This is an optimization exercise on Yosys and OpenROAD, whose aim is small area, not a production implementation.
The RTL was checked by simulation tests, not by an equivalence proof against the original design.
Power is estimated from default activity; no workload was simulated.

## exp/yarrow
// oac_core
module oac_core (
    input  wire        clk,
    input  wire        rst,           
    output wire        mem_req,
    output wire        mem_we,
    output wire [6:0]  mem_addr,
    output wire [31:0] mem_wdata,
    input  wire        mem_ack,
    input  wire [31:0] mem_rdata,
    output wire        halted,
    output wire        faulted,
    output wire [1:0]  fault_kind,
    output wire [31:0] fault_value,
    output wire [31:0] pc_out,
    output wire [31:0] x0_out,
    output wire [31:0] x1_out,
    output wire [31:0] x2_out,
    output wire [31:0] x3_out,
    output wire [1:0]  flags_out,
    output wire [31:0] stk_top_out
);
Size in the first run: roughly 720 cells after synthesis, roughly 200 flip-flops, ~310 I/O pins, roughly 0.0085 mm2 of cells after synthesis.
export LEC_CHECK = 0
export ABC_AREA = 1
export CAP_MARGIN = 20
export CORE_MARGIN = 2
export CORE_UTILIZATION = 65
export SLEW_MARGIN = 20
create_clock -name core_clock -period 10.0 [get_ports {clk}]
standard.sh (not shown) runs the stock make flow with config.mk's settings and CLKGATE_MAP_FILE= SYNTH_SCRIPT=/design/flow/synth_recipe.tcl, a recipe that flattens the netlist after the stock synthesis.
==> flow/flow/run.sh <==
#!/bin/bash
set -euo pipefail
here=$(pwd)
{
  echo "proc abc {args} { set i [lsearch \$args -script]; if {\$i >= 0} { lset args [expr {\$i+1}] $here/flow/area.abc }; yosys abc {*}\$args }"
  cat synth_recipe.tcl
} > flow/area_synth.tcl
export BUFFER_PORTS_ARGS="-buffer_cell sky130_fd_sc_hd__buf_1"
export CTS_ARGS="-sink_clustering_enable -repair_clock_nets -buf_list {sky130_fd_sc_hd__clkbuf_8} -sink_clustering_size 12 -dont_use_dummy_load"
bash standard.sh SYNTH_SCRIPT=$here/flow/area_synth.tcl finish > standard.log 2>&1
==> flow/flow/area.abc <==
strash
&get -n
&deepsyn -T 30
&put
dch -f
amap -m
topo
==> flow/flow/area_synth.tcl <==
proc abc {args} { set i [lsearch $args -script]; if {$i >= 0} { lset args [expr {$i+1}] /design/flow/flow/area.abc }; yosys abc {*}$args }
proc synth {args} { yosys synth -nofsm -noshare {*}$args }
source $::env(SCRIPTS_DIR)/synth.tcl
# left out here: clear keep_hierarchy, flatten, clean up, hide names made inside functions, write 1_2_yosys.v
The following lists how exp/garnet was set up differently from exp/yarrow:
==> flow/flow/area.abc <==
strash
dch -f
amap -m
topo
removed: flow/flow/area_synth.tcl
==> comparison <==
Going from exp/yarrow to exp/garnet, routing usage on met2 went down by 1.9 points, slew of the pin with the lowest slew margin climbed 0.075 ns, met2 wirelength from detailed routing lost 1.2%, standard cell core area went up.
Sort exp/garnet and exp/yarrow by area after synthesis, ascending, and exp/yarrow comes first.
When the final numbers for exp/garnet and exp/yarrow were put side by side, the sequential power turned out to be greater in exp/yarrow.
diff inputs: exp/garnet => exp/ember
==> flow/flow/area.abc <==
strash
&get -n
&deepsyn -T 30
&put
dch -f
amap -m
topo
Compared with exp/garnet, exp/ember has less setup slack. Changes observed in exp/ember relative to exp/garnet: final critical path time including I/O delays and setup shows an increase of 0.029 ns; cell total after placement shows a reduction of about 2.6%; total power shows an increase of 70%. exp/ember reports a lower transition time at the pin with the least slew margin than exp/garnet does. Any difference in worst hold margin between exp/ember and exp/garnet is small enough to ignore. Overall die width (lower): exp/ember. Delta (exp/ember minus exp/garnet): combinational group share of total power higher, iteration count of the initial detailed-routing pass lower, via count normalized by instance count lower.
Relative to exp/ember, the following input files were edited for exp/maple:
==> flow/flow/run.sh <==
#!/bin/bash
set -euo pipefail
here=$(pwd)
{
  echo "proc abc {args} { set i [lsearch \$args -script]; if {\$i >= 0} { lset args [expr {\$i+1}] $here/flow/area.abc }; yosys abc {*}\$args }"
  cat synth_recipe.tcl
} > flow/area_synth.tcl
export BUFFER_PORTS_ARGS="-buffer_cell sky130_fd_sc_hd__buf_1"
export CTS_ARGS="-sink_clustering_enable -repair_clock_nets -buf_list {sky130_fd_sc_hd__clkbuf_4 sky130_fd_sc_hd__clkbuf_8} -dont_use_dummy_load"
bash standard.sh SYNTH_SCRIPT=$here/flow/area_synth.tcl finish > standard.log 2>&1
==> flow/flow/area_synth.tcl (new file) <==
proc abc {args} { set i [lsearch $args -script]; if {$i >= 0} { lset args [expr {$i+1}] /design/flow/flow/area.abc }; yosys abc {*}$args }
proc synth {args} { yosys synth -nofsm -noshare {*}$args }
source $::env(SCRIPTS_DIR)/synth.tcl
# left out here: clear keep_hierarchy, flatten, clean up, hide names made inside functions, write 1_2_yosys.v
==> notes.md <==
Diff exp/ember..exp/maple | instance count after placement with tap cells included | negligible. On clock network fraction of design power, exp/maple and exp/ember are basically level. Reported for exp/maple and exp/ember, remaining antenna violation count turned out identical to the last digit.
> inputs changed (exp/maple -> exp/willow)
==> flow/flow/run.sh <==
#!/bin/bash
set -euo pipefail
here=$(pwd)
{
  echo "proc abc {args} { set i [lsearch \$args -script]; if {\$i >= 0} { lset args [expr {\$i+1}] $here/flow/area.abc }; yosys abc {*}\$args }"
  cat synth_recipe.tcl
} > flow/area_synth.tcl
export BUFFER_PORTS_ARGS="-buffer_cell sky130_fd_sc_hd__buf_1"
export CTS_ARGS="-sink_clustering_enable -repair_clock_nets -buf_list {sky130_fd_sc_hd__clkbuf_8} -sink_clustering_size 30 -sink_clustering_max_diameter 150 -sink_buffer_max_cap_derate 0.5 -dont_use_dummy_load"
bash standard.sh SYNTH_SCRIPT=$here/flow/area_synth.tcl finish > standard.log 2>&1
Results
No run among exp/willow and exp/maple stopped early or left any final violation; all are clean. From exp/maple to exp/willow the numbers moved as follows: maximum number of buffers from clock root to sink closely matched the old numbers; area taken by flip-flops and latches ~0 delta. Diff exp/maple..exp/willow | worst clock skew on the final layout | unchanged. Power after layout essentially unchanged between exp/maple and exp/willow. Diff exp/maple..exp/willow | die area | unchanged. From exp/maple to exp/willow the numbers moved as follows: wire length about even; worst path arrival time barely changed.

-- afterwards: timing with drivers on the ports --
How much do the figures lean on ideal ports? The routed layouts below were timed once more, with nothing changed but the port constraints.
Step 1 assumes that a clkbuf_16 drives the clock port and a buf_2 every other input.
Step 2 also shifts input and output timing later by t, the mid clock arrival at the registers, as if the neighbouring blocks saw the same clock.
Three values: ideal, step 1, step 2; two values: the first two.
| run | t (ns) | slack for setup (ns) | worst register clock-pin slew, ns | cell pins on the clock port's net |
|---|---|---|---|---|
| exp/yarrow | 0.487 | 4.270 / 4.235 / 4.160 | 0.11 / 0.11 | 1 |
| exp/garnet | 0.498 | 4.299 / 4.315 / 3.817 | 0.10 / 0.10 | 1 |
| exp/ember | 0.487 | 4.270 / 4.235 / 4.160 | 0.11 / 0.11 | 1 |
| exp/maple | 0.487 | 4.270 / 4.235 / 4.160 | 0.11 / 0.11 | 1 |
| exp/willow | 0.487 | 4.270 / 4.235 / 4.160 | 0.11 / 0.11 | 1 |
After both steps every run listed still meets setup and hold. The setup slack of exp/garnet, which loses most, moves by +0.016 ns with the drivers and by -0.482 ns with both steps.
